What follows belongs to an exercise in optimizing a design on an open flow for a short achievable clock period and few clock cycles; a production flow would make more cautious choices. The RTL was checked by simulation tests, not by an equivalence proof against the original design. Power and IR drop assume default switching activity.

$ cat design/flow/config.mk
export PLATFORM = sky130hd
export DESIGN_NAME = stepper_sequencer
export DESIGN_NICKNAME = stepper_sequencer
export VERILOG_FILES = /design/flow/design.v
export SDC_FILE = /design/flow/constraint.sdc
export NUM_CORES = 4
export LEC_CHECK = 0
export ABC_CLOCK_PERIOD_IN_PS = 5000
export CAP_MARGIN = 20
export CORE_MARGIN = 2
export CORE_UTILIZATION = 40
export SLEW_MARGIN = 20
$ cat design/flow/constraint.sdc
create_clock -name core_clock -period 20.0 [get_ports {clk}]
set_input_delay 4.0000 -clock core_clock [delete_from_list [all_inputs] [get_ports {clk}]]
set_output_delay 4.0000 -clock core_clock [all_outputs]
set_load 0.01 [all_outputs]
$ cat design/flow/design.v
module stepper_sequencer (
    input  wire        clk,
    input  wire        rst,           
    input  wire        cmd_valid,
    output reg         cmd_ready,
    input  wire [47:0] cmd,
    output reg         rsp_valid,
    output reg  [39:0] rsp,
    output reg         ser_latch,
    output reg         ser_data,
    output reg         ser_clk,
    output wire [7:0]  duty_a1,
    output wire [7:0]  duty_b1,
    output wire [7:0]  duty_a2,
    output wire [7:0]  duty_b2,
    output reg         delay_req,
    output wire [31:0] delay_ms,
    input  wire        delay_ack
);
    localparam [3:0] OP_NEW      = 4'd1;
    localparam [3:0] OP_SETSPEED = 4'd2;
    localparam [3:0] OP_ONESTEP  = 4'd3;
    localparam [3:0] OP_STEP     = 4'd4;
    localparam [3:0] OP_RELEASE  = 4'd5;
    localparam [3:0] OP_LATCHW   = 4'd6;
    localparam [2:0] ST_SINGLE     = 3'd1;
    localparam [2:0] ST_DOUBLE     = 3'd2;
    localparam [2:0] ST_INTERLEAVE = 3'd3;
    localparam [2:0] ST_MICROSTEP  = 3'd4;
    localparam [2:0] DIR_FWD = 3'd1;
    localparam [2:0] DIR_BWD = 3'd2;
    localparam [1:0] S_CONFIG = 2'd1;
    localparam [1:0] S_ARITH  = 2'd2;
    localparam [2:0] C_BAD_ENCODING    = 3'd1;
    localparam [2:0] C_BAD_PORT        = 3'd2;
    localparam [2:0] C_NOT_CONSTRUCTED = 3'd3;
    localparam [2:0] C_BAD_DIRECTION   = 3'd4;
    localparam [2:0] C_BAD_STYLE       = 3'd5;
    localparam [2:0] C_DIV_BY_ZERO     = 3'd1;
    localparam [25:0] SIXTY_MILLION = 26'd60000000;
    localparam [2:0] F_IDLE = 3'd0;
    localparam [2:0] F_DEC  = 3'd1;    
    localparam [2:0] F_TX   = 3'd2;    
    localparam [2:0] F_DA   = 3'd3;    
    localparam [2:0] F_DB   = 3'd4;    
    localparam [2:0] F_PW   = 3'd5;    
    localparam [2:0] F_DL   = 3'd6;    
    localparam [2:0] F_RSP  = 3'd7;    
    localparam [1:0] T_D0 = 2'd0;      
    localparam [1:0] T_C0 = 2'd1;      
    localparam [1:0] T_L1 = 2'd3;      
    reg [2:0]  state;
    reg [47:0] cmd_r;
    reg [7:0]  latch_word;
    reg        ctx_valid [1:2];
    reg [31:0] ctx_spr   [1:2];
    reg [5:0]  ctx_pos   [1:2];
    reg [25:0] ctx_usps  [1:2];
    reg [10:0] ctx_rem   [1:2];
    reg [7:0]  ctx_ocra  [1:2];
    reg [7:0]  ctx_ocrb  [1:2];
    reg [1:0]  tx_ph;
    reg [2:0]  tx_i;
    reg [7:0]  new_ocra;
    reg [7:0]  new_ocrb;
    reg [35:0] step_n;          
    reg        more;            
    reg        extra;           
    reg [15:0] dly_ms;          
    assign delay_ms = {16'd0, dly_ms};
    reg        b_pend;          
    reg        b_busy;
    reg        b_done;
    reg [1:0]  b_cnt;
    reg [15:0] b_num;           
    reg [9:0]  b_rem;
    reg [15:0] b_quo;
    wire        a_busy, a_wr;
    wire [25:0] a_q;
    reg         a_port;          
    wire [3:0]  f_op    = cmd_r[47:44];
    wire [2:0]  f_port  = cmd_r[43:41];
    wire [2:0]  f_dir   = cmd_r[40:38];
    wire [2:0]  f_style = cmd_r[37:35];
    wire [2:0]  f_rsv   = cmd_r[34:32];
    wire [31:0] f_imm   = cmd_r[31:0];
    wire        port_ok  = (f_port == 3'd1) || (f_port == 3'd2);
    wire        port_sel = f_port[1];             
    wire [1:0]  pidx     = port_sel ? 2'd2 : 2'd1;
    wire        dir_ok   = (f_dir == DIR_FWD) || (f_dir == DIR_BWD);
    wire        style_ok = (f_style >= ST_SINGLE) && (f_style <= ST_MICROSTEP);
    wire        micro    = (f_style == ST_MICROSTEP);
    reg enc_ok;
    always @(*) begin
        case (f_op)
            OP_NEW, OP_SETSPEED: enc_ok = (f_dir == 3'd0) && (f_style == 3'd0) && (f_rsv == 3'd0);
            OP_ONESTEP:          enc_ok = (f_rsv == 3'd0) && (f_imm == 32'd0);
            OP_STEP:             enc_ok = (f_rsv == 3'd0);
            OP_RELEASE:          enc_ok = (f_dir == 3'd0) && (f_style == 3'd0) && (f_rsv == 3'd0) && (f_imm == 32'd0);
            OP_LATCHW:           enc_ok = (f_port == 3'd0) && (f_dir == 3'd0) && (f_style == 3'd0) && (f_rsv == 3'd0) && (f_imm[31:16] == 16'd0);
            default:             enc_ok = 1'b0;
        endcase
    end
    reg        err;
    reg [1:0]  err_status;
    reg [2:0]  err_cause;
    always @(*) begin
        err        = 1'b1;
        err_status = S_CONFIG;
        err_cause  = 3'd0;
        if (!enc_ok)
            err_cause = C_BAD_ENCODING;
        else if (f_op == OP_LATCHW)
            err = 1'b0;
        else if (!port_ok)
            err_cause = C_BAD_PORT;
        else if (f_op != OP_NEW && !ctx_valid[pidx])
            err_cause = C_NOT_CONSTRUCTED;
        else if ((f_op == OP_ONESTEP || f_op == OP_STEP) && !dir_ok)
            err_cause = C_BAD_DIRECTION;
        else if ((f_op == OP_ONESTEP || f_op == OP_STEP) && !style_ok)
            err_cause = C_BAD_STYLE;
        else
            err = 1'b0;
    end
    wire [3:0]  i_op    = cmd[47:44];
    wire [2:0]  i_port  = cmd[43:41];
    wire [2:0]  i_dir   = cmd[40:38];
    wire [2:0]  i_style = cmd[37:35];
    wire [2:0]  i_rsv   = cmd[34:32];
    wire [31:0] i_imm   = cmd[31:0];
    wire        i_p2     = i_port[1];
    wire        i_imm0   = (i_imm == 32'd0);
    wire        i_port_ok  = (i_port == 3'd1) || (i_port == 3'd2);
    wire        i_dir_ok   = (i_dir == DIR_FWD) || (i_dir == DIR_BWD);
    wire        i_style_ok = (i_style >= ST_SINGLE) && (i_style <= ST_MICROSTEP);
    wire        i_valid    = i_p2 ? ctx_valid[2] : ctx_valid[1];
    wire        i_spr0     = i_p2 ? (ctx_spr[2] == 32'd0) : (ctx_spr[1] == 32'd0);
    wire [5:0]  i_pos      = i_p2 ? ctx_pos[2] : ctx_pos[1];
    wire        i_tail     = (i_style == ST_MICROSTEP) && (i_pos != 6'd0) && (i_pos != 6'd16);
    reg i_enc_ok;
    always @(*) begin
        case (i_op)
            OP_NEW, OP_SETSPEED: i_enc_ok = (i_dir == 3'd0) && (i_style == 3'd0) && (i_rsv == 3'd0);
            OP_ONESTEP:          i_enc_ok = (i_rsv == 3'd0) && i_imm0;
            OP_STEP:             i_enc_ok = (i_rsv == 3'd0);
            OP_RELEASE:          i_enc_ok = (i_dir == 3'd0) && (i_style == 3'd0) && (i_rsv == 3'd0) && i_imm0;
            OP_LATCHW:           i_enc_ok = (i_port == 3'd0) && (i_dir == 3'd0) && (i_style == 3'd0) && (i_rsv == 3'd0) && (i_imm[31:16] == 16'd0);
            default:             i_enc_ok = 1'b0;
        endcase
    end
    reg        i_err;       
    reg [4:0]  i_code;      
    reg        i_ronly;     
    always @(*) begin
        i_err   = 1'b1;
        i_code  = {S_CONFIG, 3'd0};
        if (!i_enc_ok)
            i_code = {S_CONFIG, C_BAD_ENCODING};
        else if (i_op == OP_LATCHW) begin
            i_err  = 1'b0;
            i_code = 5'd0;
        end
        else if (!i_port_ok)
            i_code = {S_CONFIG, C_BAD_PORT};
        else if (i_op != OP_NEW && !i_valid)
            i_code = {S_CONFIG, C_NOT_CONSTRUCTED};
        else if ((i_op == OP_ONESTEP || i_op == OP_STEP) && !i_dir_ok)
            i_code = {S_CONFIG, C_BAD_DIRECTION};
        else if ((i_op == OP_ONESTEP || i_op == OP_STEP) && !i_style_ok)
            i_code = {S_CONFIG, C_BAD_STYLE};
        else if (i_op == OP_SETSPEED && (i_spr0 || i_imm0))
            i_code = {S_ARITH, C_DIV_BY_ZERO};
        else begin
            i_err  = 1'b0;
            i_code = 5'd0;
        end
        i_ronly = i_err || (i_op == OP_NEW) || (i_op == OP_SETSPEED) ||
                  (i_op == OP_STEP && i_imm0 && !i_tail);
    end
    reg dec_ronly;    
    function [7:0] curve;
        input [4:0] i;
        begin
            case (i)
                5'd0:  curve = 8'd0;
                5'd1:  curve = 8'd25;
                5'd2:  curve = 8'd50;
                5'd3:  curve = 8'd74;
                5'd4:  curve = 8'd98;
                5'd5:  curve = 8'd120;
                5'd6:  curve = 8'd141;
                5'd7:  curve = 8'd162;
                5'd8:  curve = 8'd180;
                5'd9:  curve = 8'd197;
                5'd10: curve = 8'd212;
                5'd11: curve = 8'd225;
                5'd12: curve = 8'd236;
                5'd13: curve = 8'd244;
                5'd14: curve = 8'd250;
                5'd15: curve = 8'd253;
                default: curve = 8'd255;
            endcase
        end
    endfunction
    function [3:0] phase8;
        input [2:0] k;
        begin
            case (k)
                3'd0: phase8 = 4'b0001;   
                3'd1: phase8 = 4'b0011;   
                3'd2: phase8 = 4'b0010;   
                3'd3: phase8 = 4'b0110;   
                3'd4: phase8 = 4'b0100;   
                3'd5: phase8 = 4'b1100;   
                3'd6: phase8 = 4'b1000;   
                default: phase8 = 4'b1001;   
            endcase
        end
    endfunction
    function [7:0] enbits;
        input       p2;
        input [3:0] s;
        begin
            if (!p2)
                enbits = {3'b000, s[3], s[2], s[0], s[1], 1'b0};         
            else
                enbits = {s[2], s[3], s[0], 4'b0000, s[1]};              
        end
    endfunction
    wire [7:0] pmask = port_sel ? 8'hE1 : 8'h1E;
    wire [5:0] cur_pos = ctx_pos[pidx];
    wire       idx_odd = cur_pos[3];
    reg [5:0] delta;
    always @(*) begin
        case (f_style)
            ST_SINGLE:     delta = idx_odd ? 6'd8  : 6'd16;
            ST_DOUBLE:     delta = idx_odd ? 6'd16 : 6'd8;
            ST_INTERLEAVE: delta = 6'd8;
            default:       delta = 6'd1;
        endcase
    end
    wire [5:0] next_pos = (f_dir == DIR_FWD) ? cur_pos + delta : cur_pos - delta;
    wire [1:0] nq   = next_pos[5:4];
    wire [3:0] noff = next_pos[3:0];
    wire [7:0] duty_lo = curve({1'b0, noff});
    wire [7:0] duty_hi = curve(5'd16 - {1'b0, noff});
    wire [7:0] next_ocra = nq[0] ? duty_lo : duty_hi;
    wire [7:0] next_ocrb = nq[0] ? duty_hi : duty_lo;
    wire [3:0] next_set = micro ? phase8({nq, 1'b1}) : phase8(next_pos[5:3]);
    wire [7:0] next_latch = (latch_word & ~pmask) | enbits(port_sel, next_set);
    wire tail_more = micro && (cur_pos != 6'd0) && (cur_pos != 6'd16);
    wire ch_a = (new_ocra != ctx_ocra[pidx]);
    wire ch_b = (new_ocrb != ctx_ocrb[pidx]);
    wire [25:0] usps_p = ctx_usps[pidx];
    wire [25:0] b_us   = micro ? (usps_p >> 4) :
                         (f_style == ST_INTERLEAVE) ? (usps_p >> 1) : usps_p;
    wire [13:0] b_pr = {b_rem, b_num[15:12]};
    reg  [3:0]  b_dig;
    reg  [13:0] b_sub;
    integer k;
    always @(*) begin
        b_dig = 4'd0;
        b_sub = 14'd0;
        for (k = 1; k < 16; k = k + 1) begin
            if (b_pr >= k * 1000) begin
                b_dig = k;
                b_sub = k * 1000;
            end
        end
    end
    wire [13:0] b_nrem = b_pr - b_sub;
    wire [15:0] pace_ms   = b_quo;
    wire [9:0]  pace_frac = b_rem;
    wire dec_ok     = (state == F_DEC) && dec_ronly && !err;
    wire set_start  = dec_ok && (f_op == OP_SETSPEED) && (ctx_spr[pidx] != 32'd0) && (f_imm != 32'd0);
    wire new_cancel = dec_ok && (f_op == OP_NEW);
    wire a_other = a_busy && (a_port != port_sel);
    stepper_speed_div u_a (
        .clk(clk), .rst(rst),
        .start(set_start && !a_other), .cancel(new_cancel && (a_port == port_sel)),
        .spr(ctx_spr[pidx]), .rpm(f_imm),
        .busy(a_busy), .wr(a_wr), .usps(a_q)
    );
    wire a_hit = (a_busy | a_wr) && (a_port == port_sel);
    assign duty_a1 = ctx_ocra[1];
    assign duty_b1 = ctx_ocrb[1];
    assign duty_a2 = ctx_ocra[2];
    assign duty_b2 = ctx_ocrb[2];
    integer i;
    wire do_last = (state == F_TX && tx_ph == T_L1 && (f_op == OP_LATCHW || (!ch_a && !ch_b))) ||
                   (state == F_DA && !ch_b) || (state == F_DB) || (state == F_PW);
    wire b_ready = b_done;
    always @(posedge clk) begin
        begin
            if (a_wr) ctx_usps[a_port ? 2 : 1] <= a_q;
            if (set_start && !a_other) a_port <= port_sel;
            if (b_pend && !a_hit) begin
                b_pend <= 1'b0;
                b_busy <= 1'b1;
                b_num  <= b_us[15:0];
                b_rem  <= b_us[25:16];
                b_quo  <= 16'd0;
                b_cnt  <= 2'd0;
            end else if (b_busy) begin
                b_num <= {b_num[11:0], 4'd0};
                b_rem <= b_nrem[9:0];
                b_quo <= {b_quo[11:0], b_dig};
                b_cnt <= b_cnt + 2'd1;
                if (b_cnt == 2'd3) begin
                    b_busy <= 1'b0;
                    b_done <= 1'b1;
                end
            end
            rsp_valid <= 1'b0;
            case (state)
                F_IDLE: begin
                    cmd_ready <= 1'b1;
                    if (cmd_ready)
                        cmd_r <= cmd;
                    if (cmd_ready && cmd_valid) begin
                        cmd_ready <= 1'b0;
                        dec_ronly <= i_ronly;
                        rsp       <= {i_code, 35'd0};
                        if (i_ronly)
                            rsp_valid <= 1'b1;
                        else if (ser_latch)
                            ser_latch <= 1'b0;
                        state     <= F_DEC;
                    end
                end
                F_DEC: begin
                    tx_ph <= T_D0;
                    tx_i  <= 3'd0;
                    if (dec_ronly) begin
                        if (!err && f_op == OP_NEW) begin
                            ctx_valid[pidx] <= 1'b1;
                            ctx_spr[pidx]   <= f_imm;
                            ctx_pos[pidx]   <= 6'd0;
                            ctx_usps[pidx]  <= 26'd0;
                            ctx_rem[pidx]   <= 11'd0;
                        end
                        if (set_start)
                            ctx_rem[pidx]   <= 11'd0;
                        if (!(set_start && a_other)) begin
                            cmd_ready <= 1'b1;
                            state     <= F_IDLE;
                        end
                    end else begin
                        case (f_op)
                            OP_ONESTEP, OP_STEP: begin
                                ctx_pos[pidx] <= next_pos;
                                latch_word    <= next_latch;
                                new_ocra      <= next_ocra;
                                new_ocrb      <= next_ocrb;
                                if (f_op == OP_ONESTEP)
                                    rsp <= {34'd0, next_pos};
                                step_n <= micro ? {f_imm, 4'd0} - {35'd0, f_imm != 32'd0}
                                                : {4'd0, f_imm} - {35'd0, f_imm != 32'd0};
                                b_pend <= (f_op == OP_STEP);
                                b_done <= 1'b0;
                            end
                            OP_RELEASE: begin
                                latch_word <= latch_word & ~pmask;
                                new_ocra   <= 8'd0;
                                new_ocrb   <= 8'd0;
                            end
                            default: begin   
                                latch_word <= (latch_word & ~f_imm[15:8]) | (f_imm[7:0] & f_imm[15:8]);
                            end
                        endcase
                        if (ser_data) begin
                            ser_data <= 1'b0;
                            tx_ph    <= T_C0;
                        end else if (ser_clk) begin
                            ser_clk  <= 1'b0;
                            tx_ph    <= T_C0;
                        end
                        state <= F_TX;
                    end
                end
                F_TX: begin
                    if (tx_ph == T_L1) begin
                        ser_latch <= 1'b1;
                        if (f_op != OP_LATCHW && ch_a)
                            state <= F_DA;
                        else if (f_op != OP_LATCHW && ch_b)
                            state <= F_DB;
                    end else if (tx_ph == T_D0 && ser_data) begin
                        ser_data <= 1'b0;
                        tx_ph    <= T_C0;
                    end else if (ser_clk) begin
                        ser_clk <= 1'b0;
                        tx_ph   <= T_C0;
                    end else if (ser_data != latch_word[~tx_i]) begin
                        ser_data <= latch_word[~tx_i];
                        tx_ph    <= T_C0;
                    end else begin
                        ser_clk <= 1'b1;
                        tx_i    <= tx_i + 3'd1;
                        tx_ph   <= (tx_i == 3'd7) ? T_L1 : T_C0;
                    end
                end
                F_DA: begin
                    ctx_ocra[pidx] <= new_ocra;
                    if (ch_b)
                        state <= F_DB;
                end
                F_DB: begin
                    ctx_ocrb[pidx] <= new_ocrb;
                end
                F_DL: begin
                    if (delay_ack) begin
                        if (extra) begin
                            extra    <= 1'b0;
                            dly_ms <= 16'd1;
                        end else begin
                            delay_req <= 1'b0;
                            if (more) begin
                                ser_latch <= 1'b0;
                                tx_ph     <= T_D0;
                                tx_i      <= 3'd0;
                                state     <= F_TX;
                            end else begin
                                rsp_valid <= 1'b1;
                                state     <= F_RSP;
                            end
                        end
                    end
                end
                F_RSP: begin
                    cmd_ready <= 1'b1;
                    state     <= F_IDLE;
                end
                default: state <= F_IDLE;
            endcase
            if (do_last) begin
                if (f_op != OP_STEP) begin
                    rsp_valid <= 1'b1;
                    state     <= F_RSP;
                end else if (!b_ready) begin
                    state <= F_PW;
                end else begin
                    delay_req <= 1'b1;
                    dly_ms    <= pace_ms;
                    if (ctx_rem[pidx] + {1'b0, pace_frac} > 11'd1000) begin
                        extra          <= 1'b1;
                        ctx_rem[pidx]  <= ctx_rem[pidx] + {1'b0, pace_frac} - 11'd1000;
                    end else begin
                        extra          <= 1'b0;
                        ctx_rem[pidx]  <= ctx_rem[pidx] + {1'b0, pace_frac};
                    end
                    more <= (step_n != 36'd0) || tail_more;
                    if ((step_n != 36'd0) || tail_more) begin
                        ctx_pos[pidx] <= next_pos;
                        latch_word    <= next_latch;
                        new_ocra      <= next_ocra;
                        new_ocrb      <= next_ocrb;
                        if (step_n != 36'd0)
                            step_n <= step_n - 36'd1;
                    end
                    state <= F_DL;
                end
            end
        end
        if (rst) begin
            state        <= F_IDLE;
            cmd_ready    <= 1'b1;
            latch_word   <= 8'd0;
            for (i = 1; i <= 2; i = i + 1) begin
                ctx_valid[i] <= 1'b0;
                ctx_ocra[i]  <= 8'd0;
                ctx_ocrb[i]  <= 8'd0;
            end
            b_pend       <= 1'b0;
            b_busy       <= 1'b0;
            ser_latch    <= 1'b0;
            ser_data     <= 1'b0;
            ser_clk      <= 1'b0;
            delay_req    <= 1'b0;
            rsp_valid    <= 1'b0;
        end
    end
endmodule
module stepper_speed_div (
    input  wire        clk,
    input  wire        rst,
    input  wire        start,
    input  wire        cancel,
    input  wire [31:0] spr,
    input  wire [31:0] rpm,
    output reg         busy,
    output reg         wr,
    output reg  [25:0] usps
);
    localparam [25:0] N = 26'd60000000;
    localparam [1:0] P_SWAP = 2'd0;
    localparam [1:0] P_MUL  = 2'd1;
    localparam [1:0] P_PREP = 2'd2;
    localparam [1:0] P_DIV  = 2'd3;
    reg [1:0]  ph;
    reg [39:0] mc;       
    reg [39:0] mc3;      
    reg [12:0] mp;       
    reg [39:0] acc;
    reg [26:0] rem;
    reg [27:0] d3;
    reg [3:0]  cnt;      
    reg        ovf;      
    reg [25:0] nb;       
    wire        x_big   = spr > rpm;
    wire [31:0] bgo     = x_big ? spr : rpm;
    wire [31:0] sml     = x_big ? rpm : spr;
    wire        pre_ovf = (|sml[31:13]) || (|bgo[31:27]);
    reg  [39:0] m_add;
    always @(*) begin
        case (mp[1:0])
            2'd0: m_add = 40'd0;
            2'd1: m_add = mc;
            2'd2: m_add = {mc[38:0], 1'b0};
            default: m_add = mc3;
        endcase
    end
    wire [39:0] m_acc = acc + m_add;
    wire [12:0] m_mp  = {2'b00, mp[12:2]};
    wire [25:0] d = acc[25:0];
    reg  [3:0]  j;
    integer t;
    always @(*) begin
        j = 4'd13;
        for (t = 12; t >= 1; t = t - 1)
            if ((N >> (2 * t)) < d) j = t;
    end
    wire [3:0]  c2   = cnt - 4'd1;
    wire [27:0] sh   = {rem[25:0], nb[25:24]};
    wire        ge1  = sh >= {2'b00, d};
    wire        ge2  = sh >= {1'b0, d, 1'b0};
    wire        ge3  = sh >= d3;
    wire [27:0] sub  = ge3 ? d3 : ge2 ? {1'b0, d, 1'b0} : ge1 ? {2'b00, d} : 28'd0;
    wire [1:0]  dig  = ge3 ? 2'd3 : ge2 ? 2'd2 : ge1 ? 2'd1 : 2'd0;
    wire [27:0] nrem = sh - sub;
    always @(posedge clk) begin
        wr <= 1'b0;
        if (start) begin
            busy <= 1'b1;
            ph   <= P_SWAP;
            ovf  <= pre_ovf;
            mc   <= {13'd0, bgo[26:0]};
            mp   <= sml[12:0];
            acc  <= 40'd0;
        end else if (busy) begin
            case (ph)
                P_SWAP: begin
                    if (ovf) begin
                        usps <= 26'd0;
                        wr   <= 1'b1;
                        busy <= 1'b0;
                    end else begin
                        mc3 <= mc + {mc[38:0], 1'b0};
                        ph  <= P_MUL;
                    end
                end
                P_MUL: begin
                    acc <= m_acc;
                    mc  <= {mc[37:0], 2'b00};
                    mc3 <= {mc3[37:0], 2'b00};
                    mp  <= m_mp;
                    if (m_mp == 13'd0)
                        ph <= P_PREP;
                end
                P_PREP: begin
                    if (acc > {14'd0, N}) begin
                        usps <= 26'd0;
                        wr   <= 1'b1;
                        busy <= 1'b0;
                    end else begin
                        d3   <= {2'b00, d} + {1'b0, d, 1'b0};
                        rem  <= {1'b0, N >> (2 * j)};
                        nb   <= N << (26 - 2 * j);
                        cnt  <= j;
                        usps <= 26'd0;
                        ph   <= P_DIV;
                    end
                end
                default: begin
                    rem  <= nrem[26:0];
                    nb   <= {nb[23:0], 2'b00};
                    usps <= {usps[23:0], dig};
                    cnt  <= c2;
                    if (c2 == 4'd0) begin
                        wr   <= 1'b1;
                        busy <= 1'b0;
                    end
                end
            endcase
        end
        if (rst || cancel) begin
            busy <= 1'b0;
            wr   <= 1'b0;
        end
    end
endmodule
$ cat design/flow/flow/run.sh
#!/bin/bash
set -euo pipefail
bash standard.sh SETUP_SLACK_MARGIN=15 finish > standard_flow.log 2>&1
$ cat design/flow/standard.sh
#!/bin/bash
# synth_recipe.tcl (not shown) runs the flow's synth.tcl, then flattens the netlist and writes it again
# the make line also repeats each setting of config.mk as NAME=value (left out here)
make -C /OpenROAD-flow-scripts/flow DESIGN_CONFIG=/design/flow/config.mk WORK_HOME=/design/flow/orfs CLKGATE_MAP_FILE= SYNTH_SCRIPT=/design/flow/synth_recipe.tcl "${@:-finish}"
==> metrics.csv, run 1 <==
metric,value,unit
status,"complete, no violations",
cellPowerDensity,99.0,nW/um2
ys_seq_area_share,37.8,%
finalCritPeriodShare,27.1,%
yosysWarnings,2,
initial_utilization,40.2,%
final.fill_count,10300,
final_max_slew_viol_count,0,
die_y,331,um
power.net_switching,1.93,mW
ios,162,
grt.overflow.total,0,
rsz0062_at_grt,yes,
start_kind,input port,
synthTopCellsByArea,"edfxtp_1, dfxtp_1, ha_1",
fmax,0.184,GHz
synth_area,42900,um2
path_max_fanout,3,
hold_viol_final,0,
clock_latency,0.67,ns
vias_per_cell,5.77,
antenna_left,0,
cts.sinks,623,
hp-start,ctx_usps[1][19],
vias,36900,
instances_no_fill,6397,
post-place-cells,6133,
grt_pass1_wl,199000,um
crit_top_cell,buf_6,
p_comb_share,35.2,%
yosys.area.top_type_share,26.1,%
synth_edf_count,373,
synth_area_per_cell,8.97,um2
clockRootBuffer,clkbuf_16,
syn_inst,4777,
synthTopCellsByCount,"nand2_1, a21oi_1, edfxtp_1, ha_1, nor2_1",
grt_pass1_vias,35000,
async_reset_ff_share,0,%
finalWirelength,129000,um
finalSetupTns,0,ns
ys.flop_type,edfxtp_1,
area_delta_synth_final,16.4,%
cpPeakStageDelay,0.28,ns
seqCellArea,16400,um2
cts_tree,yes,
power_leakage,19.6,nW
multiInputGateArea,25800,um2
fin_nets,5341,
die_x,331,um
hold_depth,2,
synth_largest_area_cell,edfxtp_1,
rr_worst_depth,22,
drv_cap,0,
crit_arrival,5.95,ns
cts.htree.levels,3,
core,107000,um2
ys_seq_elements,623,
io_buffer_count,116,
detailedPlacementHpwl,91300,um
die_area,110000,um2
cts.clk_slew.worst_paths,0.06,ns
drc,0,
first_pass_iters,6,
finalSetupViolCount,0,
irDropWorstVdd,0.000251,V
cts_buffers,74,
row_count,120,
max-slew-margin-rel,31.2,%
power_frac_seq,35.8,%
drt_iter0_markers,3131,
layout-drive-gt1-share,14.8,%
hold_buffers,0,
crit_start,cmd[21],
path_class,input port to flop,
cts.path.max_buffers,3,
yosysMostFrequentCell,nand2_1,
switching_share,39.1,%
grt_max_degree,75,
grt_usage,22.6,%
place.gp.congestion,0.923,
timing.hold.ws,0.451,ns
r2r-start,u_a.rem[13],
hold_path_class,flop to flop,
ys_types,93,
worstMarginPinSlew,1.03,ns
finalCriticalPeriod,5.43,ns
p_int,3.01,mW
routedWlPerCell,20.2,um
cp-end-kind,flop,
fin_skew,0.0431,ns
crit_slowest_cell,nor4_4,
grt_antenna_before_repair,4,
clkPwrFrac,28.9,%
crit_required,20.52,ns
path_cells,buf_12 -> nor4_4 -> buf_6 -> nand4_1 -> buf_6 -> o31ai_4 -> a31oi_2 -> nor3_2 -> o21ai_2 -> o211ai_1 -> a31oi_1,
==> flip-flops by register name (all words and copies together) (netlist names), 17 cells and up <==
| signal | flops |
|---|---|
| u_a.d3 | 28 |
| u_a.mc | 40 |
| step_n | 36 |
| u_a.mc3 | 40 |
| ctx_usps | 52 |
| ctx_spr | 64 |
| ctx_rem | 22 |
| u_a.rem | 26 |
| u_a.acc | 40 |
| u_a.nb | 17 |
| cmd_r | 48 |
| u_a.usps | 26 |
==> area by class of cell <==
type                       count  area share (%)
tap                         1403            3.52
inverter                     205            1.56
clock buffer                  94            4.13
clock inverter                43            1.03
timing repair buffer         295            5.31
sequential                   623            32.8
antenna                        1         0.00502
multi-input combinational   3733            51.6
==> worst max-delay path, delay by kind of cell <==
family / cells / cell delay [ns]
buf+inv: 3 / 0.48
simple gates: 3 / 0.68
compound gates: 5 / 0.77
==> power by group through the flow <==
stage               combinational [mW]  sequential [mW]  clock, mW
floorplan                         1.23             1.68          0
global placement                  1.68             1.78          0
detailed placement                1.70             1.78          0
CTS                               1.71             1.76       1.45
global route                      1.91             1.78       1.50
finish                            1.74             1.77       1.43
==> per-layer routing <==
layer	track usage, %	up-vias	routed length [um]
li1	-	17900	-
met1	30.4	17700	57600
met2	36.8	1062	60100
met3	3.64	225	7310
met4	7.70	2	4240
met5	0	-	13
==> per-stage QoR <==
stage / power (mW) / instance area [um2] / setup WS [ns] / util (%)
detailed placement: 3.48 / 45300 / 13.04 / 42.5
finish: 4.94 / 49900 / 14.57 / 46.8
floorplan: 2.91 / 43100 / 14.36 / -
global placement: 3.46 / 45300 / 13.03 / 42.5
CTS: 4.93 / 48900 / 14.71 / 45.9
global route: 5.19 / 49900 / 14.48 / 46.8
==> layout by cell type (no fill, tap or decap), types with 45 or more instances in the layout <==
cell type / count
inv_1: 186
a211oi_1: 59
dfxtp_1: 171
nor3_1: 104
buf_6: 70
dfxtp_2: 51
nand2b_1: 48
conb_1: 45
a21o_1: 86
nor2_1: 309
ha_1: 338
xnor2_1: 121
and2_1: 51
nand2_1: 585
a21oi_1: 403
o21ai_0: 284
a22o_1: 76
mux2i_1: 135
clkbuf_16: 75
nand3_1: 117
edfxtp_1: 373
buf_4: 153
nand4_1: 53
mux2_2: 86
==> cells by family after synthesis <==
kind of cell               share of synthesized area [%]
other                                            0.00875
DFF                                                 37.8
buffers and inverters                               4.55
muxes                                               6.01
xor gates and xnor gates                            3.46
adders and majority gates                           10.5
and+or+nand+nor                                     17.3
AOI/OAI and AO/OA                                   20.3
==> worst paths after layout <==
path	endpoint	slack, ns
min reg2reg	ctx_usps[1][19]	0.45
max reg2reg	u_a.rem[25]	14.70
min	ctx_usps[1][19]	0.45
max	ser_latch	14.57
==> what timing repair did <==
action	4_1_cts	5_1_grt
gates cloned	3	0
setup buffers	65	57
gates resized for setup	581	107
setup endpoints to repair	179	162
pin swaps	53	85
Testbench counts, summed over its fixed seeds: cycles 188,959.
==> inputs of run 2 (changes only) <==
--- a/design/flow/design.v
+++ b/design/flow/design.v
@@ -7,3 +7,3 @@
     output reg         rsp_valid,
-    output reg  [39:0] rsp,
+    output wire [39:0] rsp,
     output reg         ser_latch,
@@ -70,2 +70,5 @@
     assign delay_ms = {16'd0, dly_ms};
+    reg [4:0]  rsp_code;
+    reg [5:0]  rsp_pos;
+    assign rsp = {rsp_code, 29'd0, rsp_pos};
     reg        b_pend;          
@@ -125,58 +128,6 @@
     end
-    wire [3:0]  i_op    = cmd[47:44];
-    wire [2:0]  i_port  = cmd[43:41];
-    wire [2:0]  i_dir   = cmd[40:38];
-    wire [2:0]  i_style = cmd[37:35];
-    wire [2:0]  i_rsv   = cmd[34:32];
-    wire [31:0] i_imm   = cmd[31:0];
-    wire        i_p2     = i_port[1];
-    wire        i_imm0   = (i_imm == 32'd0);
-    wire        i_port_ok  = (i_port == 3'd1) || (i_port == 3'd2);
-    wire        i_dir_ok   = (i_dir == DIR_FWD) || (i_dir == DIR_BWD);
-    wire        i_style_ok = (i_style >= ST_SINGLE) && (i_style <= ST_MICROSTEP);
-    wire        i_valid    = i_p2 ? ctx_valid[2] : ctx_valid[1];
-    wire        i_spr0     = i_p2 ? (ctx_spr[2] == 32'd0) : (ctx_spr[1] == 32'd0);
-    wire [5:0]  i_pos      = i_p2 ? ctx_pos[2] : ctx_pos[1];
-    wire        i_tail     = (i_style == ST_MICROSTEP) && (i_pos != 6'd0) && (i_pos != 6'd16);
-    reg i_enc_ok;
-    always @(*) begin
-        case (i_op)
-            OP_NEW, OP_SETSPEED: i_enc_ok = (i_dir == 3'd0) && (i_style == 3'd0) && (i_rsv == 3'd0);
-            OP_ONESTEP:          i_enc_ok = (i_rsv == 3'd0) && i_imm0;
-            OP_STEP:             i_enc_ok = (i_rsv == 3'd0);
-            OP_RELEASE:          i_enc_ok = (i_dir == 3'd0) && (i_style == 3'd0) && (i_rsv == 3'd0) && i_imm0;
-            OP_LATCHW:           i_enc_ok = (i_port == 3'd0) && (i_dir == 3'd0) && (i_style == 3'd0) && (i_rsv == 3'd0) && (i_imm[31:16] == 16'd0);
-            default:             i_enc_ok = 1'b0;
-        endcase
-    end
-    reg        i_err;       
-    reg [4:0]  i_code;      
-    reg        i_ronly;     
-    always @(*) begin
-        i_err   = 1'b1;
-        i_code  = {S_CONFIG, 3'd0};
-        if (!i_enc_ok)
-            i_code = {S_CONFIG, C_BAD_ENCODING};
-        else if (i_op == OP_LATCHW) begin
-            i_err  = 1'b0;
-            i_code = 5'd0;
-        end
-        else if (!i_port_ok)
-            i_code = {S_CONFIG, C_BAD_PORT};
-        else if (i_op != OP_NEW && !i_valid)
-            i_code = {S_CONFIG, C_NOT_CONSTRUCTED};
-        else if ((i_op == OP_ONESTEP || i_op == OP_STEP) && !i_dir_ok)
-            i_code = {S_CONFIG, C_BAD_DIRECTION};
-        else if ((i_op == OP_ONESTEP || i_op == OP_STEP) && !i_style_ok)
-            i_code = {S_CONFIG, C_BAD_STYLE};
-        else if (i_op == OP_SETSPEED && (i_spr0 || i_imm0))
-            i_code = {S_ARITH, C_DIV_BY_ZERO};
-        else begin
-            i_err  = 1'b0;
-            i_code = 5'd0;
-        end
-        i_ronly = i_err || (i_op == OP_NEW) || (i_op == OP_SETSPEED) ||
-                  (i_op == OP_STEP && i_imm0 && !i_tail);
-    end
-    reg dec_ronly;    
+    wire        i_tx;        
+    wire [4:0]  i_code;      
+    reg         i_ronly;     
+    always @(*) i_ronly = !i_tx;
     function [7:0] curve;
@@ -252,2 +203,4 @@
     wire tail_more = micro && (cur_pos != 6'd0) && (cur_pos != 6'd16);
+    wire dec_ronly = err || (f_op == OP_NEW) || (f_op == OP_SETSPEED) ||
+                     (f_op == OP_STEP && f_imm == 32'd0 && !tail_more);
     wire ch_a = (new_ocra != ctx_ocra[pidx]);
@@ -259,11 +212,13 @@
     reg  [3:0]  b_dig;
-    reg  [13:0] b_sub;
+    reg  [13:0] b_nrem;
+    reg  [14:0] b_df;
     integer k;
     always @(*) begin
-        b_dig = 4'd0;
-        b_sub = 14'd0;
+        b_dig  = 4'd0;
+        b_nrem = b_pr;
         for (k = 1; k < 16; k = k + 1) begin
-            if (b_pr >= k * 1000) begin
-                b_dig = k;
-                b_sub = k * 1000;
+            b_df = {1'b0, b_pr} - k * 1000;
+            if (!b_df[14]) begin
+                b_dig  = k;
+                b_nrem = b_df[13:0];
             end
@@ -271,3 +226,2 @@
     end
-    wire [13:0] b_nrem = b_pr - b_sub;
     wire [15:0] pace_ms   = b_quo;
@@ -293,2 +247,22 @@
     wire b_ready = b_done;
+    wire dl_end  = (state == F_DL) && delay_ack && !extra;
+    wire sl_keep = (state == F_TX && tx_ph == T_L1) ? 1'b1 :
+                   (dl_end && more) ? 1'b0 : ser_latch;
+    wire rv_keep = (dl_end && !more) || (do_last && f_op != OP_STEP);
+    wire sl_next, rv_next;
+    stepper_cmd_check u_chk (
+        .cmd(cmd), .cmd_valid(cmd_valid), .rst(rst),
+        .idle(state == F_IDLE && cmd_ready),
+        .valid1(ctx_valid[1]), .valid2(ctx_valid[2]),
+        .off1((ctx_pos[1] != 6'd0) && (ctx_pos[1] != 6'd16)),
+        .off2((ctx_pos[2] != 6'd0) && (ctx_pos[2] != 6'd16)),
+        .sl_keep(sl_keep), .rv_keep(rv_keep),
+        .tx(i_tx), .sl_next(sl_next), .rv_next(rv_next)
+    );
+    stepper_cmd_code u_code (
+        .cmd(cmd),
+        .valid1(ctx_valid[1]), .valid2(ctx_valid[2]),
+        .spr0_1(ctx_spr[1] == 32'd0), .spr0_2(ctx_spr[2] == 32'd0),
+        .code(i_code)
+    );
     always @(posedge clk) begin
@@ -314,3 +288,4 @@
             end
-            rsp_valid <= 1'b0;
+            rsp_code <= (state == F_IDLE) ? i_code : 5'd0;
+            rsp_pos  <= (state != F_IDLE && f_op == OP_ONESTEP) ? ctx_pos[pidx] : 6'd0;
             case (state)
@@ -322,8 +297,2 @@
                         cmd_ready <= 1'b0;
-                        dec_ronly <= i_ronly;
-                        rsp       <= {i_code, 35'd0};
-                        if (i_ronly)
-                            rsp_valid <= 1'b1;
-                        else if (ser_latch)
-                            ser_latch <= 1'b0;
                         state     <= F_DEC;
@@ -355,4 +324,2 @@
                                 new_ocrb      <= next_ocrb;
-                                if (f_op == OP_ONESTEP)
-                                    rsp <= {34'd0, next_pos};
                                 step_n <= micro ? {f_imm, 4'd0} - {35'd0, f_imm != 32'd0}
@@ -383,3 +350,2 @@
                     if (tx_ph == T_L1) begin
-                        ser_latch <= 1'b1;
                         if (f_op != OP_LATCHW && ch_a)
@@ -419,3 +385,2 @@
                             if (more) begin
-                                ser_latch <= 1'b0;
                                 tx_ph     <= T_D0;
@@ -424,3 +389,2 @@
                             end else begin
-                                rsp_valid <= 1'b1;
                                 state     <= F_RSP;
@@ -438,3 +402,2 @@
                 if (f_op != OP_STEP) begin
-                    rsp_valid <= 1'b1;
                     state     <= F_RSP;
@@ -465,2 +428,4 @@
         end
+        ser_latch <= sl_next;
+        rsp_valid <= rv_next;
         if (rst) begin
@@ -476,3 +441,2 @@
             b_busy       <= 1'b0;
-            ser_latch    <= 1'b0;
             ser_data     <= 1'b0;
@@ -480,3 +444,2 @@
             delay_req    <= 1'b0;
-            rsp_valid    <= 1'b0;
         end
@@ -535,8 +498,7 @@
     wire [27:0] sh   = {rem[25:0], nb[25:24]};
-    wire        ge1  = sh >= {2'b00, d};
-    wire        ge2  = sh >= {1'b0, d, 1'b0};
-    wire        ge3  = sh >= d3;
-    wire [27:0] sub  = ge3 ? d3 : ge2 ? {1'b0, d, 1'b0} : ge1 ? {2'b00, d} : 28'd0;
-    wire [1:0]  dig  = ge3 ? 2'd3 : ge2 ? 2'd2 : ge1 ? 2'd1 : 2'd0;
-    wire [27:0] nrem = sh - sub;
+    wire [28:0] df1  = {1'b0, sh} - {3'b000, d};
+    wire [28:0] df2  = {1'b0, sh} - {2'b00, d, 1'b0};
+    wire [28:0] df3  = {1'b0, sh} - {1'b0, d3};
+    wire [1:0]  dig  = !df3[28] ? 2'd3 : !df2[28] ? 2'd2 : !df1[28] ? 2'd1 : 2'd0;
+    wire [27:0] nrem = !df3[28] ? df3[27:0] : !df2[28] ? df2[27:0] : !df1[28] ? df1[27:0] : sh;
     always @(posedge clk) begin
@@ -601,2 +563,107 @@
     end
+endmodule
+module stepper_cmd_check (
+    input  wire [47:0] cmd,
+    input  wire        cmd_valid,
+    input  wire        rst,
+    input  wire        idle,
+    input  wire        valid1,
+    input  wire        valid2,
+    input  wire        off1,
+    input  wire        off2,
+    input  wire        sl_keep,
+    input  wire        rv_keep,
+    output wire        tx,
+    output wire        sl_next,
+    output wire        rv_next
+);
+    localparam [3:0] OP_ONESTEP  = 4'd3;
+    localparam [3:0] OP_STEP     = 4'd4;
+    localparam [3:0] OP_RELEASE  = 4'd5;
+    localparam [3:0] OP_LATCHW   = 4'd6;
+    wire [3:0]  op    = cmd[47:44];
+    wire [2:0]  port  = cmd[43:41];
+    wire [2:0]  dir   = cmd[40:38];
+    wire [2:0]  style = cmd[37:35];
+    wire [2:0]  rsv   = cmd[34:32];
+    wire [31:0] imm   = cmd[31:0];
+    wire p2       = port[1];
+    wire hi0      = (imm[31:16] == 16'd0);
+    wire lo0      = (imm[15:0] == 16'd0);
+    wire port_ok  = (port == 3'd1) || (port == 3'd2);
+    wire dir_ok   = (dir == 3'd1) || (dir == 3'd2);
+    wire style_ok = (style >= 3'd1) && (style <= 3'd4);
+    wire valid    = p2 ? valid2 : valid1;
+    wire tail     = (style == 3'd4) && (p2 ? off2 : off1);
+    wire z_dsr    = (dir == 3'd0) && (style == 3'd0) && (rsv == 3'd0);
+    wire pv    = port_ok && valid && (rsv == 3'd0);
+    wire mv    = pv && dir_ok && style_ok;
+    wire lw    = (op == OP_LATCHW) && (port == 3'd0) && z_dsr;
+    wire t_z   = lw || (pv && (op == OP_RELEASE) && z_dsr) ||
+                 (mv && ((op == OP_ONESTEP) || ((op == OP_STEP) && tail)));
+    wire t_lo  = lw || (mv && (op == OP_STEP));
+    wire t_hi  = mv && (op == OP_STEP);
+    assign tx  = hi0 ? (lo0 ? t_z : t_lo) : t_hi;
+    wire acc   = idle && cmd_valid;
+    assign sl_next = !rst && sl_keep && !(acc && tx);
+    assign rv_next = !rst && (rv_keep || (acc && !tx));
+endmodule
+module stepper_cmd_code (
+    input  wire [47:0] cmd,
+    input  wire        valid1,
+    input  wire        valid2,
+    input  wire        spr0_1,
+    input  wire        spr0_2,
+    output reg  [4:0]  code
+);
+    localparam [3:0] OP_NEW      = 4'd1;
+    localparam [3:0] OP_SETSPEED = 4'd2;
+    localparam [3:0] OP_ONESTEP  = 4'd3;
+    localparam [3:0] OP_STEP     = 4'd4;
+    localparam [3:0] OP_RELEASE  = 4'd5;
+    localparam [3:0] OP_LATCHW   = 4'd6;
+    wire [3:0]  op    = cmd[47:44];
+    wire [2:0]  port  = cmd[43:41];
+    wire [2:0]  dir   = cmd[40:38];
+    wire [2:0]  style = cmd[37:35];
+    wire [2:0]  rsv   = cmd[34:32];
+    wire [31:0] imm   = cmd[31:0];
+    wire p2       = port[1];
+    wire hi0      = (imm[31:16] == 16'd0);
+    wire imm0     = hi0 && (imm[15:0] == 16'd0);
+    wire port_ok  = (port == 3'd1) || (port == 3'd2);
+    wire dir_ok   = (dir == 3'd1) || (dir == 3'd2);
+    wire style_ok = (style >= 3'd1) && (style <= 3'd4);
+    wire valid    = p2 ? valid2 : valid1;
+    wire spr0     = p2 ? spr0_2 : spr0_1;
+    wire z_dsr    = (dir == 3'd0) && (style == 3'd0) && (rsv == 3'd0);
+    reg enc_ok;
+    always @(*) begin
+        case (op)
+            OP_NEW, OP_SETSPEED: enc_ok = z_dsr;
+            OP_ONESTEP:          enc_ok = (rsv == 3'd0) && imm0;
+            OP_STEP:             enc_ok = (rsv == 3'd0);
+            OP_RELEASE:          enc_ok = z_dsr && imm0;
+            OP_LATCHW:           enc_ok = (port == 3'd0) && z_dsr && hi0;
+            default:             enc_ok = 1'b0;
+        endcase
+    end
+    always @(*) begin
+        if (!enc_ok)
+            code = {2'd1, 3'd1};
+        else if (op == OP_LATCHW)
+            code = 5'd0;
+        else if (!port_ok)
+            code = {2'd1, 3'd2};
+        else if (op != OP_NEW && !valid)
+            code = {2'd1, 3'd3};
+        else if ((op == OP_ONESTEP || op == OP_STEP) && !dir_ok)
+            code = {2'd1, 3'd4};
+        else if ((op == OP_ONESTEP || op == OP_STEP) && !style_ok)
+            code = {2'd1, 3'd5};
+        else if (op == OP_SETSPEED && (spr0 || imm0))
+            code = {2'd2, 3'd1};
+        else
+            code = 5'd0;
+    end
 endmodule
--- a/design/flow/config.mk
+++ b/design/flow/config.mk
@@ -12 +12,3 @@
 export SLEW_MARGIN = 20
+export SYNTH_HIERARCHICAL = 1
+export SYNTH_MINIMUM_KEEP_SIZE = 0
==> run 2 against run 1 <==
Compared with the run above: wire length is 2.4% higher; utilization fell by 1.5 points; combinational power decreased by 81%; setup slack better by 0.29 ns; highest routed layer is now met4; via count grew 5.4%; synthesized area grew 6.0%; still clean on timing, DRC and antenna.
==> metrics.csv, run 2 <==
metric,value,unit,change
crit_start,ser_latch,,
fin_nets,5519,,+3.3%
ios,162,,unchanged
path_depth,1,,-10
layout_common_cells,"nand2_1, a21oi_1, nor2_1",,
io_buffer_count,116,,unchanged
instances_no_fill,6676,,+4.4%
rsz0062_at_grt,yes,,
power_leakage,20.4,nW,+3.9%
crit_path_end,ser_latch,,
area_delta_synth_final,12.3,%,
path_delay_family,flip-flops,,
vias_per_cell,5.82,,+0.96%
die_area,116000,um2,+5.9%
layout-drive-gt1-share,12.2,%,-2.7 points
finalCoreUtilization,45.3,%,-1.5 points
place.gp.congestion,0.948,,+2.7%
antennaDiodeCount,0,,-1
grt_antenna_before_repair,2,,-2
finalCritPeriodShare,25.7,%,-1.4 points
cellPowerDensity,60.4,nW/um2,-39%
cts_buffers,73,,-1.4%
drv_cap,0,,unchanged
final_max_slew_viol_count,0,,unchanged
core,113000,um2,+5.7%
rr_endpoint,u_a.rem[25],,
routedWlPerCell,19.8,um,-1.9%
finalSetupViolCount,0,,unchanged
cts.htree.levels,3,,unchanged
die_y,341,um,+2.9%
status,"complete, no violations",,
regMostFlops,ctx_spr,,
crit_slowest_cell,dfxtp_4,,
synth_area_per_cell,8.99,um2,+0.25%
final_common_cell,nand2_1,,
row_count,123,,+2.5%
drc,0,,unchanged
clock_latency,0.66,ns,about the same
fin_ws,14.86,ns,+0.286 ns
fin_skew,0.0417,ns,-0.00135 ns
r2r_setup_slack,15.30,ns,+0.60 ns
cpPeakStageDelay,0.39,ns,+0.11 ns
hold_viol_final,0,,unchanged
dpl-instance-area,47900,um2,+5.9%
antenna_left,0,,unchanged
crit_required,16.00,ns,-4.52 ns
cp-end-kind,output port,,
path_class,flop to output port,,
largest_register_ffs,64,,unchanged
path_max_fanout,2,,-1
timing.hold.ws,0.452,ns,+0.00102 ns
p_total,3.08,mW,-38%
path_cells,buf_6,,
crit_arrival,1.14,ns,-4.81 ns
fmax,0.194,GHz,+5.6%
max-slew-margin-rel,24.1,%,-7.2 points
cts_tree,yes,,
clockRootBuffer,clkbuf_16,,
die_x,341,um,+2.9%
syn_inst,5052,,+5.8%
rr_worst_depth,12,,-45%
irDropWorstVdd,0.0000716,V,-71%
synth_area,45400,um2,+6.0%
stdcell_area,51000,um2,+2.3%
grt_pass1_wl,210000,um,+5.1%
finalSetupTns,0,ns,unchanged
initial_utilization,40.3,%,+0.13 points
start_kind,flop,,
cts.sinks,622,,-0.16%
detailedPlacementHpwl,95800,um,+4.9%
finalWirelength,132000,um,+2.4%
dpl_worst_slack,13.65,ns,+0.616 ns
r2r-start,cmd_r[21],,
grt_pass1_vias,37600,,+7.2%
hold_buffers,0,,unchanged
reg_top3,"ctx_spr: 64 flops, ctx_usps: 52 flops, cmd_r: 48 flops",,
post-place-cells,6495,,+5.9%
first_pass_iters,7,,+1
vias,38900,,+5.4%
finalCriticalPeriod,5.14,ns,-0.286 ns
crit_buf_inv,1,,-2
cts.path.max_buffers,3,,unchanged
drt_iter0_markers,2646,,-15%
grt.overflow.total,0,,unchanged
grt_usage,22.2,%,-0.31 points
hold_path_class,flop to flop,,
grt_max_degree,84,,+12%
worstMarginPinSlew,1.13,ns,+0.102 ns
cts.clk_slew.worst_paths,0.06,ns,about the same
yosysWarnings,9,,+7
[run 2: changes by cell type in the layout (fill, tap and decap cells not counted), sizes merged, moves of 24 or more]
cell / previous run / this run
nand2: 590 / 473
xor2: 39 / 82
nor2: 319 / 394
o211ai: 27 / 51
mux2i: 136 / 177
nor2b: 36 / 74
a21o: 86 / 121
buf: 249 / 197
[run 2: how the worst min path moves through the flow]
stage                                from               to  slack [ns]  cells past startpoint
final                     ctx_usps[2][23]  ctx_usps[2][23]        0.45                      2
after global routing      ctx_usps[2][19]  ctx_usps[2][19]        0.47                      2
after global placement    ctx_usps[2][12]  ctx_usps[2][12]        0.44                      2
after floorplan                 cmd_r[42]           a_port        0.42                      0
after CTS                 ctx_usps[2][19]  ctx_usps[2][19]        0.45                      2
after detailed placement  ctx_usps[2][11]  ctx_usps[2][11]        0.45                      2
[run 2: layer usage]
metal / wire length, um / track usage [%]
met1: 58100 / 29.2
met5: 0 / 0
met3: 6950 / 2.89
met4: 4390 / 7.75
met2: 62800 / 37.6
[run 2: power by group]
part           leakage (nW)  switching (mW)  internal (mW)
clock network          1.15           0.562          0.789
logic                  13.8           0.203          0.130
registers              5.39          0.0320           1.37
[run 2: cell type report]
| type | instances | area (um2) |
|---|---|---|
| inverters | 204 | 767 |
| well taps | 1500 | 1880 |
| clock buffers | 100 | 2030 |
| multi-input cells | 3982 | 27800 |
| repair buffers | 236 | 2070 |
| fillers | 10900 | 61600 |
| flip-flops and latches | 622 | 16200 |
| clock inverters | 32 | 325 |
[run 2: what timing repair did]
item                                    4_1_cts  5_1_grt
hold endpoints to repair                      0        0
pin swaps                                    25       20
gates resized for setup                     513       68
setup buffers                                36       13
endpoints found under the setup margin      314      220
Testbench counts of run 2, summed over its fixed seeds: cycles 188,959.
==> inputs of run 3 (changes only) <==
--- a/design/flow/config.mk
+++ b/design/flow/config.mk
@@ -10,3 +10,3 @@
 export CORE_MARGIN = 2
-export CORE_UTILIZATION = 40
+export CORE_UTILIZATION = 65
 export SLEW_MARGIN = 20
==> run 3 against run 2 <==
Compared with the run above: still clean; wire length fell by 4.3%; hold slack barely moved; clock power rose by 3%; global-route usage rose by 12 points; synthesized area did not move; critical path type is now input port to flop.
==> metrics.csv, run 3 <==
metric,value,unit,change
place.gp.congestion,0.967,,+2.1%
cts.sinks,622,,unchanged
final.fill_count,5323,,-51%
cellPowerDensity,62.3,nW/um2,+3.2%
vias_per_cell,6.51,,+12%
final_max_slew_viol_count,0,,unchanged
fin_nets,5494,,-0.45%
grt.overflow.total,0,,unchanged
synth_area,45400,um2,unchanged
cts.htree.levels,3,,unchanged
antennaDiodeCount,0,,unchanged
finalSetupTns,0,ns,unchanged
grt_usage,34.4,%,+12 points
rsz0062_at_grt,yes,,
fmax,0.194,GHz,-0.21%
first_pass_iters,8,,+1
instances_no_fill,6083,,-8.9%
die_y,268,um,-21%
cts_buffers,71,,-2.7%
clockRootBuffer,clkbuf_16,,
cp-end-kind,flop,,
drc,0,,unchanged
min_to,ctx_usps[2][9],,
largest_register_ffs,64,,unchanged
vias,39600,,+1.9%
max-slew-margin-rel,29.8,%,+5.8 points
crit_required,20.51,ns,+4.51 ns
die_area,72000,um2,-38%
grt_antenna_before_repair,1,,-1
start_kind,input port,,
synth_area_per_cell,8.99,um2,unchanged
irDropWorstVdd,0.0000768,V,+7.3%
use_met3,5.24,%,+2.4 points
final_common_cell,nand2_1,,
hold_buffers,0,,unchanged
fin_skew,0.0255,ns,-0.0162 ns
use_met2,56.0,%,+18 points
finalCriticalPeriod,5.15,ns,+0.0108 ns
core,68900,um2,-39%
ios,162,,unchanged
hold_depth,2,,unchanged
layout-drive-gt1-share,12.2,%,-0.021 points
finalCritPeriodShare,25.8,%,+0.054 points
post-place-cells,5916,,-8.9%
busiest_layer,met2,,
layout_common_cells,"nand2_1, a21oi_1, nor2_1",,
path_max_fanout,5,,+3
io_buffer_count,116,,unchanged
cts.clk_slew.worst_paths,0.06,ns,about the same
drt_iter0_markers,3927,,+48%
antenna_left,0,,unchanged
worstMarginPinSlew,1.05,ns,-0.0786 ns
path_cells,clkdlybuf4s50_1 -> nand2_1 -> o32ai_4 -> nor2_1 -> a2111oi_4,,
path_class,input port to flop,,
power_leakage,20.3,nW,-0.69%
rr_endpoint,u_a.rem[8],,
r2r-start,u_a.nb[24],,
met1_usage,46.5,%,+17 points
crit_slowest_cell,clkdlybuf4s50_1,,
crit_arrival,5.67,ns,+4.53 ns
yosysWarnings,9,,unchanged
syn_inst,5052,,unchanged
hold_path_class,flop to flop,,
detailedPlacementHpwl,89700,um,-6.4%
grt_pass1_vias,37000,,-1.5%
cts_tree,yes,,
finalWirelength,127000,um,-4.3%
regMostFlops,ctx_spr,,
drv_cap,0,,unchanged
initial_utilization,65.9,%,+26 points
r2r_setup_slack,15.21,ns,-0.09 ns
grt_max_degree,94,,+12%
die_x,268,um,-21%
grt_pass1_wl,199000,um,-4.9%
reg_top3,"ctx_spr: 64 flops, ctx_usps: 52 flops, cmd_r: 48 flops",,
area_delta_synth_final,10.4,%,
status,"complete, no violations",,
cpPeakStageDelay,0.57,ns,+0.18 ns
hp-start,ctx_usps[2][9],,
clock_latency,0.63,ns,-0.03 ns
rr_worst_depth,14,,+2
routedWlPerCell,20.8,um,+5.1%
hold_viol_final,0,,unchanged
cts.path.max_buffers,3,,unchanged
row_count,96,,-22%
finalSetupViolCount,0,,unchanged
## run 3: critical path, delay by kind of cell
kind / cells / cell delay (ns)
buffers and inverters: 1 / 0.57
AO/OA/AOI/OAI: 2 / 0.77
AND/OR/NAND/NOR: 2 / 0.32
## run 3: per-stage QoR
stage / setup WS, ns / instance area (um2) / hold WS, ns / power (mW) / util [%]
finish: 14.85 / 50200 / 0.452 / 3.13 / 72.8
global route: 14.80 / 50200 / 0.474 / 3.22 / 72.8
floorplan: 14.40 / 45700 / 0.421 / 1.66 / -
CTS: 14.86 / 50100 / 0.455 / 3.13 / 72.7
global placement: 13.68 / 47200 / 0.439 / 1.75 / 68.4
detailed placement: 13.65 / 47200 / 0.447 / 1.76 / 68.4
## run 3: what timing repair did
item,CTS,global route
pin swaps,28,15
setup buffers,31,5
setup endpoints to repair,78,201
resized for setup,544,62
## run 3: power breakdown
| part | switching (mW) | leakage (nW) | internal, mW |
|---|---|---|---|
| registers | 0.0336 | 5.39 | 1.37 |
| clock network | 0.567 | 1.21 | 0.822 |
| logic | 0.209 | 13.7 | 0.129 |
## run 3: cell type report
class	count	area [um2]	area share (%)
clock buffers	94	1980	3.94
clock inverters	37	489	0.975
inverters	204	771	1.54
multi-input cells	3982	27800	55.4
flip-flops and latches	622	16200	32.2
well taps	931	1160	2.32
repair buffers	213	1830	3.65
## run 3: worst max-delay path by stage
stage	startpoint	to	slack, ns	depth (start not counted)
final	delay_ack	rsp_valid	14.85	5
after global routing	delay_ack	rsp_valid	14.80	5
after CTS	cmd_ready	cmd_ready	14.86	1
after detailed placement	cmd[40]	rsp_valid	13.65	6
after global placement	cmd[40]	rsp_valid	13.68	6
after floorplan	cmd[40]	rsp_valid	14.40	5
## run 3: layer usage
metal / part of all wire [%] / routed length [um] / vias to the layer above
li1: - / - / 18800
met1: 42 / 53800 / 18800
met2: 46 / 58300 / 1670
met3: 7.8 / 9900 / 320
met4: 3.7 / 4700 / 0
met5: 0 / 0 / -
==> inputs of run 4 (changes only) <==
--- a/design/flow/design.v
+++ b/design/flow/design.v
@@ -80,5 +80,4 @@
     reg [15:0] b_quo;
-    wire        a_busy, a_wr;
-    wire [25:0] a_q;
-    reg         a_port;          
+    wire        a_busy1, a_busy2, a_wr1, a_wr2;
+    wire [25:0] a_q1, a_q2;
     wire [3:0]  f_op    = cmd_r[47:44];
@@ -231,10 +230,15 @@
     wire new_cancel = dec_ok && (f_op == OP_NEW);
-    wire a_other = a_busy && (a_port != port_sel);
-    stepper_speed_div u_a (
+    stepper_speed_div u_a1 (
         .clk(clk), .rst(rst),
-        .start(set_start && !a_other), .cancel(new_cancel && (a_port == port_sel)),
-        .spr(ctx_spr[pidx]), .rpm(f_imm),
-        .busy(a_busy), .wr(a_wr), .usps(a_q)
+        .start(set_start && !port_sel), .cancel(new_cancel && !port_sel),
+        .spr(ctx_spr[1]), .rpm(f_imm),
+        .busy(a_busy1), .wr(a_wr1), .usps(a_q1)
     );
-    wire a_hit = (a_busy | a_wr) && (a_port == port_sel);
+    stepper_speed_div u_a2 (
+        .clk(clk), .rst(rst),
+        .start(set_start && port_sel), .cancel(new_cancel && port_sel),
+        .spr(ctx_spr[2]), .rpm(f_imm),
+        .busy(a_busy2), .wr(a_wr2), .usps(a_q2)
+    );
+    wire a_hit = port_sel ? (a_busy2 | a_wr2) : (a_busy1 | a_wr1);
     assign duty_a1 = ctx_ocra[1];
@@ -269,4 +273,4 @@
         begin
-            if (a_wr) ctx_usps[a_port ? 2 : 1] <= a_q;
-            if (set_start && !a_other) a_port <= port_sel;
+            if (a_wr1) ctx_usps[1] <= a_q1;
+            if (a_wr2) ctx_usps[2] <= a_q2;
             if (b_pend && !a_hit) begin
@@ -313,6 +317,4 @@
                             ctx_rem[pidx]   <= 11'd0;
-                        if (!(set_start && a_other)) begin
-                            cmd_ready <= 1'b1;
-                            state     <= F_IDLE;
-                        end
+                        cmd_ready <= 1'b1;
+                        state     <= F_IDLE;
                     end else begin
--- a/design/flow/config.mk
+++ b/design/flow/config.mk
@@ -10,3 +10,3 @@
 export CORE_MARGIN = 2
-export CORE_UTILIZATION = 65
+export CORE_UTILIZATION = 40
 export SLEW_MARGIN = 20
==> run 4 against run 3 <==
Compared with the run above: cell count rose by 62%; first-iteration DRC count up 27%; still clean; register-to-register slack improved by 0.02 ns; non-clock buffer count rose by 69; sequential share of layout area shrank 2.0 points; setup slack got worse by 0.075 ns; die area grew 140%; hold slack better by 0.0084 ns; clock-buffer cell count increased by 42.
==> metrics.csv, run 4 <==
metric,value,unit,change
finalCritPeriodShare,26.1,%,+0.38 points
final.fill_count,16300,,+210%
crit_required,16.00,ns,-4.51 ns
crit_slowest_cell,dfxtp_4,,
irDropWorstVdd,0.0000891,V,+16%
cellPowerDensity,77.9,nW/um2,+25%
crit_arrival,1.23,ns,-4.44 ns
cpPeakStageDelay,0.39,ns,-0.18 ns
cts.sinks,860,,+38%
die_area,171000,um2,+140%
die_y,414,um,+54%
status,"complete, no violations",,
largest_register_ffs,64,,unchanged
grt.overflow.total,0,,unchanged
drv_cap,0,,unchanged
area_delta_synth_final,12.1,%,
drc,0,,unchanged
finalSetupTns,0,ns,unchanged
cts_buffers,103,,+45%
vias_per_cell,5.96,,-8.6%
worstMarginPinSlew,1.08,ns,+0.0310 ns
path_delay_family,flip-flops,,
cts.htree.levels,3,,unchanged
clockRootBuffer,clkbuf_16,,
synth_area,67200,um2,+48%
routedWlPerCell,21.9,um,+5.0%
regMostFlops,ctx_spr,,
path_class,flop to output port,,
hold_path_class,flop to flop,,
crit_buf_inv,1,,unchanged
ios,162,,unchanged
io_buffer_count,116,,unchanged
start_kind,flop,,
syn_inst,7478,,+48%
final_common_cell,nand2_1,,
cts.clk_slew.worst_paths,0.06,ns,about the same
cts_tree,yes,,
fin_nets,8250,,+50%
layout-drive-gt1-share,10.4,%,-1.7 points
grt_antenna_before_repair,1,,unchanged
rsz0062_at_grt,yes,,
grt_usage,24.4,%,-10 points
drt_iter0_markers,4991,,+27%
final_max_slew_viol_count,0,,unchanged
row_count,150,,+56%
finalSetupViolCount,0,,unchanged
cp-end-kind,output port,,
fin_skew,0.0338,ns,+0.00827 ns
path_max_fanout,2,,-3
finalWirelength,215000,um,+70%
cts.path.max_buffers,3,,unchanged
layout_common_cells,"nand2_1, ha_1, nor2_1",,
hold_viol_final,0,,unchanged
die_x,414,um,+54%
initial_utilization,40.2,%,-26 points
power_leakage,30.8,nW,+52%
detailedPlacementHpwl,159000,um,+77%
max-slew-margin-rel,27.4,%,-2.5 points
first_pass_iters,6,,-2
core,167000,um2,+140%
synth_area_per_cell,8.99,um2,about the same
hold_buffers,0,,unchanged
antenna_left,0,,unchanged
timing.hold.ws,0.461,ns,+0.00840 ns
grt_pass1_wl,330000,um,+65%
reg_top3,"ctx_spr: 64 flops, ctx_usps: 52 flops, cmd_r: 48 flops",,
fmax,0.191,GHz,-1.4%
p_total,5.87,mW,+88%
clock_latency,0.75,ns,+0.12 ns
finalCriticalPeriod,5.23,ns,+0.0753 ns
grt_max_degree,91,,-3.2%
grt_pass1_vias,56100,,+52%
yosysWarnings,9,,unchanged
path_cells,buf_6,,
vias,58700,,+48%
place.gp.congestion,0.930,,-3.9%
## run 4: per-layer routing
metal	up-vias	track usage (%)	wire length [um]
met5	-	0	0
li1	27900	-	-
met3	383	3.68	13400
met4	0	10.5	9940
met2	1912	39.5	98500
met1	28400	32.3	93700
## run 4: path summary, 6_finish.rpt
| kind | to | from | cells after the start | slack, ns |
|---|---|---|---|---|
| worst min register to register | step_n[25] | step_n[25] | 2 | 0.46 |
| worst min-delay path | step_n[25] | step_n[25] | 2 | 0.46 |
| worst max-delay path | ser_data | ser_data | 1 | 14.77 |
| worst max register to register | u_a1.mc3[37] | cmd_r[42] | 12 | 15.23 |
## run 4: layout make-up
cell class	count	area [um2]	area share, %
Antenna cell	1	2.50	0.00332
Inverter	352	1330	1.76
Timing Repair Buffer	282	2500	3.31
Clock buffer	136	2910	3.86
Multi-Input combinational cell	5957	42400	56.2
Clock inverter	58	754	1.00
Sequential cell	860	22700	30.2
Tap cell	2204	2760	3.66
## run 4: where the power goes
part	internal, mW	switching [mW]	leakage, nW
clock network	1.22	0.838	1.80
registers	1.99	0.116	7.50
logic	0.576	1.13	21.5
## run 4: what timing repair did
item	4_1_cts	5_1_grt
gates resized for setup	500	69
pin swaps	27	11
endpoints found under the setup margin	523	465
buffers inserted	46	6
## run 4: worst register-to-register path, cell delays in order, from the launching register on
cell and delay [ns]:
edfxtp_1 0.32, buf_4 0.32, buf_6 0.39, clkinv_1 0.41, buf_4 0.35, o211ai_1 0.16, a221oi_1 0.14, o21ai_2 0.54
nor3_2 0.15, and3_4 0.34, nand2b_1 0.39, a211oi_4 0.29, buf_4 0.52
## run 4: through the flow
step | utilization, % | setup WS (ns) | std cells | cell area, um2
6_report | 45.1 | 14.77 | 9850 | 75400
5_1_grt | 45.1 | 14.73 | 9849 | 75400
4_1_cts | 44.9 | 14.72 | 9841 | 75100
3_5_place_dp | 42.4 | 13.66 | 9601 | 70800
3_3_place_gp | 42.3 | 13.62 | 9601 | 70700
2_1_floorplan | - | 14.40 | 7522 | 67500
Testbench counts of run 4, summed over its fixed seeds: cycles 188,769.

## what the ideal ports hide
How much do the figures lean on ideal ports? The routed layouts below were timed once more, with nothing changed but the port constraints. Step 1: set_driving_cell puts a clkbuf_16 on clk and a buf_2 on each other input, an assumption about the parent block. Step 2 moves the port delays by t, midway between the first and last clock arrival at a register: inputs arrive t later, outputs are due t later. That takes back most of the time a late clock gives input paths. Three values: ideal, step 1, step 2; two values: the first two.
run	t, ns	setup WS [ns]	cell pins on the clock port's net
run 1	0.728	14.572 / 14.600 / 13.872	1
run 2	0.704	14.857 / 14.789 / 14.228	1
run 3	0.685	14.846 / 14.826 / 14.186	1
run 4	0.808	14.771 / 14.692 / 14.219	1
After both steps every run listed still meets setup and hold. For run 1, which loses most, drivers alone change the setup slack by +0.028 ns; drivers and shift together by -0.700 ns.
